Context: an optimization exercise on an open-source flow, tuned for small area, a short achievable clock period and few clock cycles. The choices shown serve that exercise and are no tape-out recipe. Only simulation tests tie the RTL to the original design; equivalence was not proved. Power and IR drop assume default switching activity.

[flow/config.mk]
export PLATFORM = sky130hd
export DESIGN_NAME = mee_arith
export DESIGN_NICKNAME = mee_arith
export VERILOG_FILES = /design/flow/design.v
export SDC_FILE = /design/flow/constraint.sdc
export NUM_CORES = 4
export LEC_CHECK = 0
export CAP_MARGIN = 20
export CORE_MARGIN = 2
export CORE_UTILIZATION = 40
export PLACE_DENSITY = 0.5
export SLEW_MARGIN = 20
[flow/constraint.sdc]
create_clock -name core_clock -period 13.0 [get_ports {clk}]
set_input_delay 2.6000 -clock core_clock [delete_from_list [all_inputs] [get_ports {clk}]]
set_output_delay 2.6000 -clock core_clock [all_outputs]
set_load 0.01 [all_outputs]
[flow/design.v]
module mee_arith (
    input  wire        clk,
    input  wire        rst,         
    input  wire        cmd_valid,   
    input  wire [31:0] cmd_word,
    input  wire [31:0] op_a,        
    input  wire [31:0] op_b,        
    input  wire [31:0] op_n,        
    input  wire        ovr_clr,     
    output reg         busy,
    output reg         done,
    output reg         ok,
    output wire [3:0]  err,
    output reg         cmdovr,
    output reg  [31:0] res,
    output wire [63:0] s,
    output wire [63:0] t
);
    reg  [31:0] s_lo, t_lo;
    reg  [1:0]  err_r;
    assign s   = {{32{s_lo[31]}}, s_lo};
    assign t   = {{32{t_lo[31]}}, t_lo};
    assign err = {2'b00, err_r};
    localparam ST_DEC  = 3'd0;
    localparam ST_SWAP = 3'd1;
    localparam ST_EU   = 3'd2;
    localparam ST_NORM = 3'd3;    
    localparam ST_MM   = 3'd4;    
    localparam ST_CONV = 3'd5;    
    localparam ST_UNSC = 3'd6;    
    localparam ST_FIX  = 3'd7;    
    localparam K_RED = 2'd0;      
    localparam K_SQ  = 2'd1;      
    localparam K_MUL = 2'd2;      
    reg [2:0]  state;
    reg        c_ill, c_rsv;
    reg [1:0]  c_op;        
    reg [31:0] ra, rb, rn;
    reg [32:0] u0, v0;
    reg [34:0] u1, v1;
    reg [4:0]  cnt;
    reg        phase;       
    reg [1:0]  kind;
    reg [5:0]  ebits;       
    reg [4:0]  zc;          
    reg [3:0]  steps;       
    reg        th0m1;       
    reg        th2ge4;      
    reg        th2ge5;      
    reg  [2:0] qr;          
    wire [32:0] dr, du, dv;
    wire [33:0] d2;
    mee_add #(33) add_dr (.a({1'b0, ra}), .b(~{1'b0, rb}), .ci(1'b1), .s(dr));      
    mee_add #(34) add_d2 (.a({2'b0, ra}), .b(~{1'b0, rb, 1'b0}), .ci(1'b1), .s(d2));  
    mee_add #(33) add_du (.a(u0), .b(~u1[32:0]), .ci(1'b1), .s(du));
    mee_add #(33) add_dv (.a(v0), .b(~v1[32:0]), .ci(1'b1), .s(dv));
    wire        r_ge  = ~dr[32];
    wire        sh_ok = ~d2[33];
    wire [34:0] ps2, pc2;
    wire [2:0]  qn;
    mee_mm2 mm (.ps(u1), .pc(v1), .q(qr), .y(v0[31:29]), .x(ra), .n(rn),
                .th0m1(th0m1), .th2ge4(th2ge4), .th2ge5(th2ge5),
                .ps_o(ps2), .pc_o(pc2), .q_o(qn));
    wire [34:0] psum, psumn;
    wire [34:0] cs_s = u1 ^ v1 ^ {3'b0, rn};
    wire [34:0] cs_c = {((u1[33:0] & v1[33:0]) | (u1[33:0] & {2'b0, rn}) | (v1[33:0] & {2'b0, rn})), 1'b0};
    mee_add #(35) add_ps  (.a(u1), .b(v1), .ci(1'b0), .s(psum));
    mee_add #(35) add_psn (.a(cs_s), .b(cs_c), .ci(1'b0), .s(psumn));
    wire [31:0] pres  = psum[34] ? psumn[31:0] : psum[31:0];
    wire [31:0] ynext_r = zc[0] ? {1'b0, pres[31:1]} : pres;
    wire [31:0] ynext_b = zc[0] ? {1'b0, u0[31:1]} : u0[31:0];
    wire        y1st    = (kind == K_SQ && rb[31]) ? ynext_b[31] : ynext_r[31];
    wire [2:0]  q1st    = !y1st ? 3'b001 :
                          {pres[31:30] == 2'b11 && !th2ge4, pres[31:30] != 2'b00, 1'b1};
    always @(posedge clk) begin
        if (rst) begin
            busy   <= 1'b0;
            done   <= 1'b0;
            ok     <= 1'b0;
            err_r  <= 2'd0;
            cmdovr <= 1'b0;
            res    <= 32'd0;
            s_lo   <= 32'd0;
            t_lo   <= 32'd0;
            state  <= ST_DEC;
        end else begin
            if (ovr_clr)
                cmdovr <= 1'b0;
            if (cmd_valid && busy)
                cmdovr <= 1'b1;
            if (!busy) begin
                state <= ST_DEC;
                if (cmd_valid) begin
                    busy  <= 1'b1;
                    done  <= 1'b0;
                    ok    <= 1'b0;
                    err_r <= 2'd0;
                end
            end else begin
                case (state)
                ST_DEC: begin
                    if (c_ill) begin
                        err_r <= 2'd1;
                        busy  <= 1'b0;
                        done  <= 1'b1;
                    end else if (c_rsv) begin
                        err_r <= 2'd2;
                        busy  <= 1'b0;
                        done  <= 1'b1;
                    end else if (c_op == 2'd3) begin
                        if (rn == 32'd0 || ra < 32'd2 || rn == 32'd1) begin
                            res  <= (rn == 32'd0) ? 32'd0 : (ra < 32'd2) ? ra : 32'd0;
                            ok   <= (rn != 32'd0);
                            busy <= 1'b0;
                            done <= 1'b1;
                        end else begin
                            state <= ST_NORM;
                        end
                    end else if (c_op == 2'd2) begin
                        if (rn[31:1] == 31'd0 || ra == 32'd0) begin
                            res  <= 32'd0;
                            busy <= 1'b0;
                            done <= 1'b1;
                        end else begin
                            state <= ST_SWAP;
                        end
                    end else begin
                        if (ra == 32'd0 || rb == 32'd0) begin
                            res <= 32'd0;
                            if (c_op == 2'd1) begin
                                s_lo <= 32'd0;
                                t_lo <= 32'd0;
                            end
                            busy <= 1'b0;
                            done <= 1'b1;
                        end else begin
                            state <= ST_SWAP;
                        end
                    end
                end
                ST_SWAP: state <= ST_EU;
                ST_EU: begin
                    if (!phase && rb == 32'd0) begin
                        busy <= 1'b0;
                        done <= 1'b1;
                        if (c_op == 2'd2) begin
                            if (ra == 32'd1 && u0[32]) begin
                                busy  <= 1'b1;
                                done  <= 1'b0;
                                state <= ST_FIX;
                            end else if (ra == 32'd1) begin
                                res <= u0[31:0];
                                ok  <= 1'b1;
                            end else begin
                                res <= 32'd0;
                            end
                        end else begin
                            res <= ra;
                            ok  <= 1'b1;
                            if (c_op == 2'd1) begin
                                s_lo <= u0[31:0];
                                t_lo <= v0[31:0];
                            end
                        end
                    end
                end
                ST_NORM: begin
                    if (rn[31])
                        state <= ST_MM;
                end
                ST_MM: begin
                    if (cnt == 5'd0)
                        state <= ST_CONV;
                end
                ST_CONV: begin
                    if (kind == K_RED && ebits == 6'd0) begin
                        res  <= 32'd1;
                        ok   <= 1'b1;
                        busy <= 1'b0;
                        done <= 1'b1;
                    end else if (ebits == 6'd1 && !(kind == K_SQ && rb[31])) begin
                        if (zc == 5'd0) begin
                            res  <= pres;
                            ok   <= 1'b1;
                            busy <= 1'b0;
                            done <= 1'b1;
                        end else begin
                            state <= ST_UNSC;
                        end
                    end else begin
                        state <= ST_MM;
                    end
                end
                ST_FIX: begin
                    res  <= psum[31:0];
                    ok   <= 1'b1;
                    busy <= 1'b0;
                    done <= 1'b1;
                end
                ST_UNSC: begin
                    if (zc == 5'd1) begin
                        res  <= {1'b0, ra[31:1]};
                        ok   <= 1'b1;
                        busy <= 1'b0;
                        done <= 1'b1;
                    end
                end
                default: state <= ST_DEC;
                endcase
            end
        end
    end
    always @(posedge clk) begin
        th0m1  <= (rn == 32'h80000000);
        th2ge4 <= (rn >= 32'd2863311531);    
        th2ge5 <= (rn >= 32'd3579139414);    
        if (!busy) begin
            ra    <= op_a;
            rb    <= op_b;
            rn    <= op_n;
            c_ill <= !(cmd_word[7:3] == 5'd0 && cmd_word[2:0] != 3'd0 &&
                       cmd_word[2:0] <= 3'd4);
            c_rsv <= |cmd_word[31:8];
            c_op  <= cmd_word[1:0] - 2'd1;
        end else begin
            case (state)
            ST_DEC: begin
                v0    <= {1'b0, ra};
                ebits <= 6'd32;
                zc    <= 5'd0;
                kind  <= K_RED;
                if (c_op == 2'd3)
                    ra <= 32'd1;
                if (c_op == 2'd2)
                    rb <= rn;
            end
            ST_SWAP: begin
                phase <= 1'b0;
                cnt   <= 5'd0;
                if (r_ge) begin
                    u0 <= 33'd1; u1 <= 35'd0;
                    v0 <= 33'd0; v1 <= 35'd1;
                end else begin
                    ra <= rb;
                    rb <= ra;
                    u0 <= 33'd0; u1 <= 35'd1;
                    v0 <= 33'd1; v1 <= 35'd0;
                end
            end
            ST_EU: begin
                if (!phase) begin
                    if (rb == 32'd0) begin
                        u1 <= {2'b0, u0};
                        v1 <= {3'b0, rn};
                    end else if (sh_ok) begin
                        rb  <= {rb[30:0], 1'b0};
                        u1  <= {2'b0, u1[31:0], 1'b0};
                        v1  <= {2'b0, v1[31:0], 1'b0};
                        cnt <= cnt + 5'd1;
                    end else if (cnt == 5'd0) begin
                        ra <= rb;  rb <= dr[31:0];
                        u0 <= u1[32:0];  u1 <= {2'b0, du};
                        v0 <= v1[32:0];  v1 <= {2'b0, dv};
                    end else begin
                        ra    <= dr[31:0];
                        u0    <= du;
                        v0    <= dv;
                        rb    <= {1'b0, rb[31:1]};
                        u1    <= {2'b0, u1[32], u1[32:1]};
                        v1    <= {2'b0, v1[32], v1[32:1]};
                        cnt   <= cnt - 5'd1;
                        phase <= 1'b1;
                    end
                end else begin
                    if (cnt == 5'd0) begin
                        ra    <= rb;
                        rb    <= r_ge ? dr[31:0] : ra;
                        u0    <= u1[32:0];
                        u1    <= {2'b0, r_ge ? du : u0};
                        v0    <= v1[32:0];
                        v1    <= {2'b0, r_ge ? dv : v0};
                        phase <= 1'b0;
                    end else begin
                        if (r_ge) begin
                            ra <= dr[31:0];
                            u0 <= du;
                            v0 <= dv;
                        end
                        rb  <= {1'b0, rb[31:1]};
                        u1  <= {2'b0, u1[32], u1[32:1]};
                        v1  <= {2'b0, v1[32], v1[32:1]};
                        cnt <= cnt - 5'd1;
                    end
                end
            end
            ST_NORM: begin
                if (!rn[31]) begin
                    rn <= {rn[30:0], 1'b0};
                    ra <= {ra[30:0], 1'b0};
                    zc <= zc + 5'd1;
                end else begin
                    qr    <= {1'b0, v0[31] && ra[31:30] != 2'b00, 1'b1};
                    u1    <= 35'd0;
                    v1    <= 35'd0;
                    cnt   <= 5'd15;
                    steps <= 4'd15 - zc[4:1];
                end
            end
            ST_MM: begin
                u1  <= ps2;
                v1  <= pc2;
                qr  <= qn;
                v0  <= {1'b0, v0[29:0], 2'b00};
                cnt <= cnt - 5'd1;
            end
            ST_CONV: begin
                u1  <= 35'd0;
                v1  <= 35'd0;
                cnt <= {1'b0, steps};
                ra  <= pres;
                qr  <= q1st;
                v0  <= {1'b0, ynext_r};
                case (kind)
                K_RED: begin
                    u0    <= {1'b0, pres};
                    rb    <= {rb[30:0], 1'b0};
                    ebits <= ebits - 6'd1;
                    kind  <= K_SQ;
                end
                K_SQ: begin
                    if (rb[31]) begin
                        v0   <= {1'b0, ynext_b};
                        kind <= K_MUL;
                    end else begin
                        rb    <= {rb[30:0], 1'b0};
                        ebits <= ebits - 6'd1;
                    end
                end
                default: begin
                    rb    <= {rb[30:0], 1'b0};
                    ebits <= ebits - 6'd1;
                    kind  <= K_SQ;
                end
                endcase
            end
            ST_UNSC: begin
                ra <= {1'b0, ra[31:1]};
                zc <= zc - 5'd1;
            end
            default: ;
            endcase
            if ((state == ST_NORM || state == ST_MM) && kind == K_RED) begin
                if (rb[31:30] == 2'b00 && ebits[5:1] != 5'd0) begin
                    rb    <= {rb[29:0], 2'b00};
                    ebits <= ebits - 6'd2;
                end else if (!rb[31] && ebits != 6'd0) begin
                    rb    <= {rb[30:0], 1'b0};
                    ebits <= ebits - 6'd1;
                end
            end
        end
    end
endmodule
module mee_mm2 (
    input  wire [34:0] ps,
    input  wire [34:0] pc,
    input  wire [2:0]  q,       
    input  wire [2:0]  y,       
    input  wire [31:0] x,
    input  wire [31:0] n,
    input  wire        th0m1,
    input  wire        th2ge4,
    input  wire        th2ge5,
    output wire [34:0] ps_o,
    output wire [34:0] pc_o,
    output wire [2:0]  q_o      
);
    wire [34:0] dm1 = {3'b0, n};
    wire [34:0] dp1 = ~{3'b0, n};
    wire [34:0] dp2 = ~{2'b0, n, 1'b0};
    wire [34:0] a1  = {ps[33:0], 1'b0};
    wire [34:0] b1  = {pc[33:0], 1'b0};
    wire [34:0] c1  = y[2] ? {3'b0, x} : 35'd0;
    wire [34:0] s1  = a1 ^ b1 ^ c1;
    wire [34:0] k1  = {((a1[33:0] & b1[33:0]) | (a1[33:0] & c1[33:0]) | (b1[33:0] & c1[33:0])), 1'b0};
    wire [2:0]  q2m1, q20, q2p1, q2p2;
    mee_est e1m1 (.s(s1[33:27]), .k(k1[33:27]), .d(dm1[33:27]), .y(y[1]), .x(x[31:29]),
                  .th0m1(th0m1), .th2ge4(th2ge4), .th2ge5(th2ge5), .q(q2m1));
    mee_est e10  (.s(s1[33:27]), .k(k1[33:27]), .d(7'd0),       .y(y[1]), .x(x[31:29]),
                  .th0m1(th0m1), .th2ge4(th2ge4), .th2ge5(th2ge5), .q(q20));
    mee_est e1p1 (.s(s1[33:27]), .k(k1[33:27]), .d(dp1[33:27]), .y(y[1]), .x(x[31:29]),
                  .th0m1(th0m1), .th2ge4(th2ge4), .th2ge5(th2ge5), .q(q2p1));
    mee_est e1p2 (.s(s1[33:27]), .k(k1[33:27]), .d(dp2[33:27]), .y(y[1]), .x(x[31:29]),
                  .th0m1(th0m1), .th2ge4(th2ge4), .th2ge5(th2ge5), .q(q2p2));
    wire [34:0] d1  = !q[0] ? dm1 : !q[1] ? 35'd0 : !q[2] ? dp1 : dp2;
    wire [2:0]  q2  = !q[0] ? q2m1 : !q[1] ? q20 : !q[2] ? q2p1 : q2p2;
    wire [34:0] p1s = s1 ^ k1 ^ d1;
    wire [34:0] p1c = {((s1[33:0] & k1[33:0]) | (s1[33:0] & d1[33:0]) | (k1[33:0] & d1[33:0])), q[1]};
    wire [34:0] a2  = {p1s[33:0], 1'b0};
    wire [34:0] b2  = {p1c[33:0], 1'b0};
    wire [34:0] c2  = y[1] ? {3'b0, x} : 35'd0;
    wire [34:0] s2  = a2 ^ b2 ^ c2;
    wire [34:0] k2  = {((a2[33:0] & b2[33:0]) | (a2[33:0] & c2[33:0]) | (b2[33:0] & c2[33:0])), 1'b0};
    wire [2:0]  q3m1, q30, q3p1, q3p2;
    mee_est e2m1 (.s(s2[33:27]), .k(k2[33:27]), .d(dm1[33:27]), .y(y[0]), .x(x[31:29]),
                  .th0m1(th0m1), .th2ge4(th2ge4), .th2ge5(th2ge5), .q(q3m1));
    mee_est e20  (.s(s2[33:27]), .k(k2[33:27]), .d(7'd0),       .y(y[0]), .x(x[31:29]),
                  .th0m1(th0m1), .th2ge4(th2ge4), .th2ge5(th2ge5), .q(q30));
    mee_est e2p1 (.s(s2[33:27]), .k(k2[33:27]), .d(dp1[33:27]), .y(y[0]), .x(x[31:29]),
                  .th0m1(th0m1), .th2ge4(th2ge4), .th2ge5(th2ge5), .q(q3p1));
    mee_est e2p2 (.s(s2[33:27]), .k(k2[33:27]), .d(dp2[33:27]), .y(y[0]), .x(x[31:29]),
                  .th0m1(th0m1), .th2ge4(th2ge4), .th2ge5(th2ge5), .q(q3p2));
    wire [34:0] d2  = !q2[0] ? dm1 : !q2[1] ? 35'd0 : !q2[2] ? dp1 : dp2;
    assign q_o  = !q2[0] ? q3m1 : !q2[1] ? q30 : !q2[2] ? q3p1 : q3p2;
    assign ps_o = s2 ^ k2 ^ d2;
    assign pc_o = {((s2[33:0] & k2[33:0]) | (s2[33:0] & d2[33:0]) | (k2[33:0] & d2[33:0])), q2[1]};
endmodule
module mee_est (
    input  wire [6:0] s,
    input  wire [6:0] k,
    input  wire [6:0] d,
    input  wire       y,
    input  wire [2:0] x,        
    input  wire       th0m1,
    input  wire       th2ge4,
    input  wire       th2ge5,
    output wire [2:0] q
);
    wire [5:0] ps = s[6:1] ^ k[6:1] ^ d[6:1];
    wire [5:0] pc = (s[5:0] & k[5:0]) | (s[5:0] & d[5:0]) | (k[5:0] & d[5:0]);
    wire [5:0] a  = ps;
    wire [5:0] b  = pc;
    wire [5:0] c  = y ? {3'b0, x} : 6'd0;
    wire [4:0] sn = a[5:1] ^ b[5:1] ^ c[5:1];
    wire [4:0] kn = (a[4:0] & b[4:0]) | (a[4:0] & c[4:0]) | (b[4:0] & c[4:0]);
    wire [4:0] est = (sn + kn) ^ 5'b10000;
    wire ge0 = th0m1 ? (est >= 5'd15) : (est >= 5'd14);           
    wire ge1 = est >= 5'd17;                                       
    wire ge2 = th2ge5 ? (est >= 5'd21) :
               th2ge4 ? (est >= 5'd20) : (est >= 5'd19);           
    assign q = {ge2, ge1, ge0};
endmodule
module mee_add #(parameter W = 33) (
    input  wire [W-1:0] a,
    input  wire [W-1:0] b,
    input  wire         ci,
    output wire [W-1:0] s
);
    function [W-1:0] mask_up;
        input integer k;
        integer i;
        begin
            mask_up = 0;
            for (i = 0; i < W; i = i + 1)
                if (((i + 1) % (2 << k)) == 0)
                    mask_up[i] = 1'b1;
        end
    endfunction
    function [W-1:0] mask_dn;
        input integer k;
        integer i;
        begin
            mask_dn = 0;
            for (i = 0; i < W; i = i + 1)
                if (((i + 1) % (2 << k)) == (1 << k) && i >= (2 << k))
                    mask_dn[i] = 1'b1;
        end
    endfunction
    localparam [W-1:0] MU0 = mask_up(0);
    localparam [W-1:0] MU1 = mask_up(1);
    localparam [W-1:0] MU2 = mask_up(2);
    localparam [W-1:0] MU3 = mask_up(3);
    localparam [W-1:0] MU4 = mask_up(4);
    localparam [W-1:0] MU5 = mask_up(5);
    localparam [W-1:0] MD4 = mask_dn(4);
    localparam [W-1:0] MD3 = mask_dn(3);
    localparam [W-1:0] MD2 = mask_dn(2);
    localparam [W-1:0] MD1 = mask_dn(1);
    localparam [W-1:0] MD0 = mask_dn(0);
    wire [W-1:0] g0 = (a & b) | {{(W-1){1'b0}}, (a[0] ^ b[0]) & ci};
    wire [W-1:0] p0 = a ^ b;
    wire [W-1:0] g1 = g0 | (p0 & (g0 << 1) & MU0);
    wire [W-1:0] p1 = p0 & ((p0 << 1) | ~MU0);
    wire [W-1:0] g2 = g1 | (p1 & (g1 << 2) & MU1);
    wire [W-1:0] p2 = p1 & ((p1 << 2) | ~MU1);
    wire [W-1:0] g3 = g2 | (p2 & (g2 << 4) & MU2);
    wire [W-1:0] p3 = p2 & ((p2 << 4) | ~MU2);
    wire [W-1:0] g4 = g3 | (p3 & (g3 << 8) & MU3);
    wire [W-1:0] p4 = p3 & ((p3 << 8) | ~MU3);
    wire [W-1:0] g5 = g4 | (p4 & (g4 << 16) & MU4);
    wire [W-1:0] p5 = p4 & ((p4 << 16) | ~MU4);
    wire [W-1:0] g6 = g5 | (p5 & (g5 << 32) & MU5);
    wire [W-1:0] p6 = p5 & ((p5 << 32) | ~MU5);
    wire [W-1:0] g7 = g6 | (p6 & (g6 << 16) & MD4);
    wire [W-1:0] p7 = p6 & ((p6 << 16) | ~MD4);
    wire [W-1:0] g8 = g7 | (p7 & (g7 << 8) & MD3);
    wire [W-1:0] p8 = p7 & ((p7 << 8) | ~MD3);
    wire [W-1:0] g9 = g8 | (p8 & (g8 << 4) & MD2);
    wire [W-1:0] p9 = p8 & ((p8 << 4) | ~MD2);
    wire [W-1:0] g10 = g9 | (p9 & (g9 << 2) & MD1);
    wire [W-1:0] p10 = p9 & ((p9 << 2) | ~MD1);
    wire [W-1:0] g11 = g10 | (p10 & (g10 << 1) & MD0);
    assign s = p0 ^ {g11[W-2:0], ci};
endmodule
[flow/flow/run.sh]
#!/bin/bash
# The standard layout (the standard.sh: standard synthesis, floorplan,
# placement, CTS, routing, finish) with the design's SDC and clock period,
# but with timing repair asked to leave 7.5 ns of setup slack, so that it keeps
# sizing and buffering paths until they are at most 5.5 ns long. make's
# full output goes to standard.log; each tool's own log is under orfs/logs.
set -euo pipefail
bash standard.sh SETUP_SLACK_MARGIN=7.5 finish > standard.log 2>&1
[flow/standard.sh]
#!/bin/bash
# synth_recipe.tcl (not shown) runs the flow's synth.tcl, then flattens the netlist and writes it again
# the make line also repeats each setting of config.mk as NAME=value (left out here)
make -C /OpenROAD-flow-scripts/flow DESIGN_CONFIG=/design/flow/config.mk WORK_HOME=/design/flow/orfs CLKGATE_MAP_FILE= SYNTH_SCRIPT=/design/flow/synth_recipe.tcl "${@:-finish}"
==> results of run 1 <==
[power groups by stage]
stage	Clock [uW]	Combinational (uW)	Sequential [uW]
finish	1460	3320	1410
global route	1510	3560	1410
CTS	1470	3050	1400
detailed placement	0	2760	1430
global placement	0	2730	1430
floorplan	0	1950	1370
[per-stage QoR]
stage	cell area (um^2)	utilization (%)	total power (uW)	setup WS, ns	hold slack (ns)
5_1_grt	50400	47.1	6480	7.24	0.476
4_1_cts	49700	46.5	5930	7.43	0.458
3_5_place_dp	47100	44.1	4190	6.31	0.449
6_report	50400	47.1	6200	7.36	0.453
3_3_place_gp	47100	44.1	4160	6.41	0.444
2_1_floorplan	43200	-	3320	7.37	0.476
[state kept, by name, summed over array words and instances (netlist names), 33 cells and up]
signal  flops
v1         35
u0         33
u1         35
v0         33
[kinds of logic after synthesis]
logic type / synth area share (%)
other: 0.00870
buffers and inverters: 8.13
AO/OA/AOI/OAI: 28.7
adder cells (fa/ha/maj): 21.1
flip-flops: 22.5
multiplexers: 2.98
AND/OR/NAND/NOR: 13.8
XOR/XNOR: 2.81
[synthesized netlist by cell type, types with 60 or more instances]
cell	n	share of area, %
fa_1	285	13
nand3_1	111	1.3
a22oi_1	72	1.3
xnor2_1	83	1.7
ha_1	266	7.7
a211oi_1	214	3.7
a21o_1	95	1.7
o21ai_0	368	4.3
o211ai_1	106	1.8
o221ai_1	76	1.5
clkbuf_1	409	3.6
dfxtp_1	140	6.5
nor2_1	483	4.2
inv_1	340	3.0
edfxtp_1	230	16
nand2_1	491	4.3
a21oi_1	424	4.9
mux2i_1	91	2.1
a22o_1	60	1.2
a221oi_1	73	1.5
buf_4	66	1.2
[cell type report]
cell class | instances | area (um^2) | share of cell area, %
clock buffer | 78 | 1550 | 3.07
timing repair buffer | 539 | 5280 | 10.5
antenna | 5 | 12.5 | 0.0248
clock inverter | 15 | 83.8 | 0.166
inverter | 343 | 1310 | 2.60
tap | 1403 | 1760 | 3.48
multi-input combinational | 3999 | 30700 | 60.9
sequential | 370 | 9720 | 19.3
[worst max-delay path, stage by stage, from the launching register on]
cell	delay [ns]
edfxtp_1	0.55
ha_1	0.29
fa_1	0.48
nand3_1	0.18
a21oi_1	0.10
a211o_1	0.37
o2111a_1	0.33
nor3_4	0.47
o41ai_4	0.20
xnor2_4	0.58
mux2i_1	0.79
a211oi_1	0.23
a2111oi_1	0.68
o2bb2ai_1	0.11
[path summary, 6_finish.rpt]
check	startpoint	to	slack, ns
hold / removal	s_lo[26]	s_lo[26]	0.45
hold reg to reg	s_lo[26]	s_lo[26]	0.45
setup reg to reg	v1[0]	ra[14]	7.36
setup / recovery	v1[0]	ra[14]	7.36
[per-layer routing]
layer  up-vias  wire (um)
met4        10      16300
met2      3117      96400
met5         -        192
met3       764      24400
met1     22000      87600
li1      19200          -
[timing repair]
item | 4_1_cts | 5_1_grt
cloned | 7 | 2
setup buffers | 45 | 28
hold endpoints to repair | 0 | 0
resized for setup | 101 | 130
setup endpoints to repair | 160 | 143
pin swaps | 24 | 61
==> results.json, run 1 <==
{
  "clkPwrFrac_pct": 23.6,
  "synth_cell_types": 91,
  "numPortBuffers": 297,
  "synth_seq_cells": 370,
  "p_switching_uw": 2740,
  "worst_pin_slew_ns": 1.30,
  "fin_crit_sh_pct": 43.4,
  "p_seq_share_pct": 22.8,
  "fp.dieW_um": 332,
  "setup_viol": 0,
  "rsz0062_at_grt": "true",
  "path_class": "flop to flop",
  "cp-end-kind": "flop",
  "critPathArrivalTime_ns": 6.04,
  "crit_required_ns": 13.40,
  "hold_violations": 0,
  "ir_drop_mv": 0.195,
  "cts-htree-levels": 2,
  "p_sw_share_pct": 44.2,
  "placedCellCount": 6570,
  "syn_area_per_cell_um2": 8.25,
  "slew_violations": 0,
  "reg2reg_depth": 13,
  "wire_per_inst_um": 33.3,
  "n_fill_cell": 10500,
  "cts_hold_buffers": 0,
  "design.core.area_um2": 107000,
  "initial_core_util_pct": 40.3,
  "setup_tns_ns": 0,
  "grt_pass1_wl_um": 320000,
  "skew_ns": 0.0417,
  "p_int_uw": 3460,
  "die_area_um2": 110000,
  "use_met1_pct": 50.5,
  "start_kind": "flop",
  "ant_nets": 0,
  "power_density_nw_per_um2": 123,
  "drc": 0,
  "grt_usage_pct": 39.5,
  "routed-via-count": 45100,
  "synth-main-ff-cell": "edfxtp_1",
  "leakage_uw": 0.0195,
  "grt_antenna_before_repair": 5,
  "first_iter_violations": 6372,
  "yosysWarnings": 1,
  "finalNonFillerCells": 6752,
  "postSynth.asyncResetShare_pct": 0,
  "drv_cap": 0,
  "finalCriticalPeriod_ns": 5.64,
  "synthCells": 5225,
  "pwr-share-comb_pct": 53.6,
  "grt_max_degree": 147,
  "via_per_inst": 6.69,
  "synthesis.area_um2": 43100,
  "drive_above_1_share_pct": 10.3,
  "cts_made_buffers": 50,
  "root_buffer": "clkbuf_16",
  "whs_path_depth": 2,
  "grt_pass1_vias": 43000,
  "fmax_mhz": 177,
  "cts_tree": "built",
  "synth_edf_count": 230,
  "hp-class": "flop to flop",
  "firstDrtPassIters": 9,
  "gp_congestion": 0.976,
  "clock_latency_ns": 0.69,
  "wirelength_um": 225000,
  "use_met3_pct": 10.0,
  "layout.nets": 5986,
  "clk_pin_slew_worst_paths_ns": 0.06,
  "placementRows": 120,
  "ioPinCount": 300,
  "overflow": 0,
  "ys_seq_area_share_pct": 22.5,
  "areaGrowthSynthToFinish_pct": 17.0,
  "grt_util_met2_pct": 59.7,
  "cp_max_fo": 8,
  "hpwl_um": 155000,
  "clockBufferDepth": 3,
  "cts_sinks": 370,
  "top_usage_layer": "met2",
  "final_common_cell": "nand2_1",
  "max_slew_margin_pct": 13.0,
  "status": "complete, no violations",
  "die_height_um": 332,
  "final_cell_mix": "479 x nand2_1, 462 x nor2_1, 413 x a21oi_1"
}
Testbench counts, summed over its fixed seeds: cycles 296,685.
==> run 2, diff against run 1 <==
--- a/flow/design.v
+++ b/flow/design.v
@@ -49,4 +49,5 @@
     reg        th2ge5;      
     reg  [2:0] qr;          
+    reg [31:0] yx1;         
     wire [32:0] dr, du, dv;
     wire [33:0] d2;
@@ -59,5 +60,5 @@
     wire [34:0] ps2, pc2;
     wire [2:0]  qn;
-    mee_mm2 mm (.ps(u1), .pc(v1), .q(qr), .y(v0[31:29]), .x(ra), .n(rn),
+    mee_mm2 mm (.ps(u1), .pc(v1), .q(qr), .yx1(yx1), .y(v0[30:29]), .x(ra), .n(rn),
                 .th0m1(th0m1), .th2ge4(th2ge4), .th2ge5(th2ge5),
                 .ps_o(ps2), .pc_o(pc2), .q_o(qn));
@@ -301,4 +302,5 @@
                 end else begin
                     qr    <= {1'b0, v0[31] && ra[31:30] != 2'b00, 1'b1};
+                    yx1   <= v0[31] ? ra : 32'd0;
                     u1    <= 35'd0;
                     v1    <= 35'd0;
@@ -311,4 +313,5 @@
                 v1  <= pc2;
                 qr  <= qn;
+                yx1 <= v0[29] ? ra : 32'd0;
                 v0  <= {1'b0, v0[29:0], 2'b00};
                 cnt <= cnt - 5'd1;
@@ -320,4 +323,5 @@
                 ra  <= pres;
                 qr  <= q1st;
+                yx1 <= y1st ? pres : 32'd0;
                 v0  <= {1'b0, ynext_r};
                 case (kind)
@@ -366,5 +370,6 @@
     input  wire [34:0] pc,
     input  wire [2:0]  q,       
-    input  wire [2:0]  y,       
+    input  wire [31:0] yx1,     
+    input  wire [1:0]  y,       
     input  wire [31:0] x,
     input  wire [31:0] n,
@@ -381,5 +386,5 @@
     wire [34:0] a1  = {ps[33:0], 1'b0};
     wire [34:0] b1  = {pc[33:0], 1'b0};
-    wire [34:0] c1  = y[2] ? {3'b0, x} : 35'd0;
+    wire [34:0] c1  = {3'b0, yx1};
     wire [34:0] s1  = a1 ^ b1 ^ c1;
     wire [34:0] k1  = {((a1[33:0] & b1[33:0]) | (a1[33:0] & c1[33:0]) | (b1[33:0] & c1[33:0])), 1'b0};
==> flow/flow/run.sh (replaced) <==
#!/bin/bash
# The standard layout (the standard.sh: standard synthesis, floorplan,
# placement, CTS, routing, finish) with the design's SDC and clock period,
# but with timing repair asked to leave 8 ns of setup slack, so that it keeps
# sizing and buffering paths until they are at most 5 ns long. make's
# full output goes to standard.log; each tool's own log is under orfs/logs.
set -euo pipefail
bash standard.sh SETUP_SLACK_MARGIN=8 finish > standard.log 2>&1
==> results.json, run 2 <==
{
  "status": "complete, no violations",
  "cts-htree-levels": 2,
  "synth_area_leader_cell": "edfxtp_1",
  "synthesis.area_um2": 44300,
  "placementRows": 122,
  "synth_top_family_by_area": "compound AO/OA/AOI/OAI gates",
  "hold_violations": 0,
  "clockBufferDepth": 3,
  "cts_sinks": 402,
  "first_iter_violations": 6717,
  "yosys.area_share.simple_pct": 12.1,
  "setup_tns_ns": 0,
  "top_layer": "met5",
  "wl_met3_um": 28200,
  "firstDrtPassIters": 8,
  "slew_violations": 0,
  "rsz0062_at_grt": "true",
  "final_cell_mix": "503 x nand2_1, 376 x nor2_1, 360 x inv_1",
  "leakage_uw": 0.0203,
  "fin_crit_sh_pct": 42.9,
  "synth_mux_area_share_pct": 3.11,
  "r2r_start": "v1[28]",
  "clock_latency_ns": 0.71,
  "yosysWarnings": 1,
  "die_area_um2": 113000,
  "drive_above_1_share_pct": 11.1,
  "wirelength_um": 238000,
  "crit_required_ns": 13.44,
  "clk_pin_slew_worst_paths_ns": 0.06,
  "synth_cell_types": 94,
  "ys_top_cells_by_area": "edfxtp_1 18%, fa_1 13%, ha_1 7.5%",
  "reg2reg_depth": 19,
  "power_density_nw_per_um2": 118,
  "critPathArrivalTime_ns": 6.02,
  "worstHoldStart": "res[2]",
  "grt_max_degree": 123,
  "n_fill_cell": 10800,
  "fmax_mhz": 179,
  "initial_core_util_pct": 40.2,
  "synth_edf_count": 262,
  "ant_nets": 0,
  "path_class": "flop to flop",
  "wl_met2_um": 101000,
  "die_height_um": 337,
  "hp-class": "flop to flop",
  "ys_seq_area_share_pct": 24.1,
  "synth-main-ff-cell": "edfxtp_1",
  "via_per_inst": 6.79,
  "synth_seq_cells": 402,
  "fp.dieW_um": 337,
  "yosys.area_share.xor_xnor_pct": 2.66,
  "cts_made_buffers": 57,
  "cp_max_fo": 38,
  "worst_pin_slew_ns": 1.16,
  "syn_area_per_cell_um2": 8.48,
  "synth_compound_area_share_pct": 29.2,
  "hold_slack_ns": 0.460,
  "skew_ns": 0.0297,
  "drv_cap": 0,
  "grt_usage_pct": 41.3,
  "numPortBuffers": 297,
  "final_common_cell": "nand2_1",
  "routed-via-count": 46600,
  "cp-end-kind": "flop",
  "setup_viol": 0,
  "max_slew_margin_pct": 22.4,
  "synthCells": 5226,
  "start_kind": "flop",
  "yosysMostFrequentCell": "nand2_1",
  "overflow": 0,
  "synthTopCellsByCount": "518 x nand2_1, 400 x nor2_1, 382 x clkbuf_1",
  "layout.nets": 6016,
  "hpwl_um": 160000,
  "ir_drop_mv": 0.165,
  "finalCriticalPeriod_ns": 5.58,
  "drc": 0,
  "areaGrowthSynthToFinish_pct": 18.1,
  "grt_pass1_vias": 44100,
  "synth_top_area_share_pct": 17.8,
  "root_buffer": "clkbuf_16",
  "final_util_pct": 47.5,
  "synth_fa_ha_area_share_pct": 20.5,
  "wire_per_inst_um": 34.7,
  "ioPinCount": 300,
  "design.core.area_um2": 110000,
  "top_regs": "u1 x35, v1 x35",
  "whs_path_depth": 2,
  "gp_congestion": 1.00,
  "grt_pass1_wl_um": 336000,
  "postSynth.asyncResetShare_pct": 0,
  "startpoint": "v1[28]",
  "grt_antenna_before_repair": 14,
  "drt-met1-wl_um": 90100,
  "cts_tree": "built"
}
==> run 2: cell types whose count changed after synthesis, sizes merged, moves of 29 or more <==
| cell | delta |
|---|---|
| o211ai | +138 |
| nor2 | -81 |
| nand3 | -39 |
| a21oi | -65 |
| nand2 | +29 |
| a211oi | -91 |
| edfxtp | +32 |
| inv | +32 |
| a22o | +30 |
==> run 2: kinds of logic (layout without fill, tap and decap cells) <==
logic type      after synthesis  after routing
compound gates             1877           1877
other cells                   1              4
flops                       402            402
mux                         128            128
simple gates               1242           1248
fa+ha+maj                   555            555
buf+inv                     888           1037
xor+xnor                    133            133
==> run 2: power breakdown <==
part	switching [uW]	internal (uW)	leakage (uW)
registers	104	1420	0.00342
clock network	728	1030	0.000991
logic	1780	1120	0.0159
total	2610	3570	0.0203
==> run 2: what timing repair did <==
item,in CTS,in global routing
endpoints found under the hold margin,0,0
cloned,9,0
setup endpoints to repair,234,340
pin swaps,43,33
setup buffers,61,34
hold buffers,0,0
resized for setup,123,69
==> run 2: path summary, 6_finish.rpt <==
path         endpoint  slack [ns]
max            u1[15]        7.42
max reg2reg    u1[15]        7.42
min            res[2]        0.46
min reg2reg    res[2]        0.46
==> run 2: per-layer routing <==
metal	GRT usage (%)	vias up
met5	0	-
met4	27.4	16
met3	11.1	927
met2	61.3	3438
met1	52.7	22800
li1	-	19500
==> run 2: critical path: stages (launching register included) <==
cell and delay, ns:
edfxtp_1 0.44, buf_12 0.17, fa_2 0.64, fa_1 0.49, fa_1 0.56, inv_2 0.06, ha_4 0.16, fa_2 0.34
a21o_1 0.20, a21oi_2 0.18, xnor2_2 0.11, buf_4 0.14, buf_4 0.12, nor2_1 0.11, a221oi_2 0.10, a211oi_4 0.21
buf_12 0.36, a22o_1 0.23, fa_2 0.43, a22o_1 0.21
==> run 2: per-stage QoR <==
stage	setup WS, ns	power (uW)	std cells	cell area, um^2
floorplan	7.80	3180	5227	44500
global placement	6.66	3960	6658	48400
detailed placement	6.60	3990	6658	48400
CTS	7.45	6010	6836	51700
global route	7.32	6410	6870	52300
finish	7.42	6180	6872	52300
==> run 2: cell type report <==
class | instances | area, um^2 | area share [%]
multi-input combinational | 3943 | 31100 | 59.4
sequential | 402 | 10700 | 20.4
timing repair buffer | 555 | 5270 | 10.1
tap | 1488 | 1860 | 3.56
clock buffer | 78 | 1700 | 3.24
inverter | 374 | 1410 | 2.70
clock inverter | 30 | 334 | 0.638
antenna | 2 | 5.00 | 0.00957
Testbench counts of run 2, summed over its fixed seeds: cycles 296,685.

## port drivers added, routing unchanged
The flow's constraints put no driver on any port. The routed layouts listed below were extracted and timed again, unchanged, in two steps.
Step 1 sets driving cells, clkbuf_16 on the clock port and buf_2 on the other inputs (assumed; they add their load-dependent delay and slew).
Step 2 adds t to the input delays and takes it off the output delays; t is the mean of the earliest and latest rising clock arrival at the registers after step 1. Input paths then give back, and output paths get back, about the clock's delay inside the block.
Three values: ideal ports, drivers, drivers and shift; two values: the first two.
run | t, ns | slack for setup (ns) | latest minus earliest clock arrival (ns) | worst data-port slew with drivers (ns) | pins driven straight from the clock port
run 1 | 0.742 | 7.359 / 7.359 / 7.359 | 0.042 / 0.042 | 0.07 | 1
run 2 | 0.770 | 7.418 / 7.418 / 7.418 | 0.030 / 0.030 | 0.06 | 1
After both steps setup and hold are still met in every run listed.
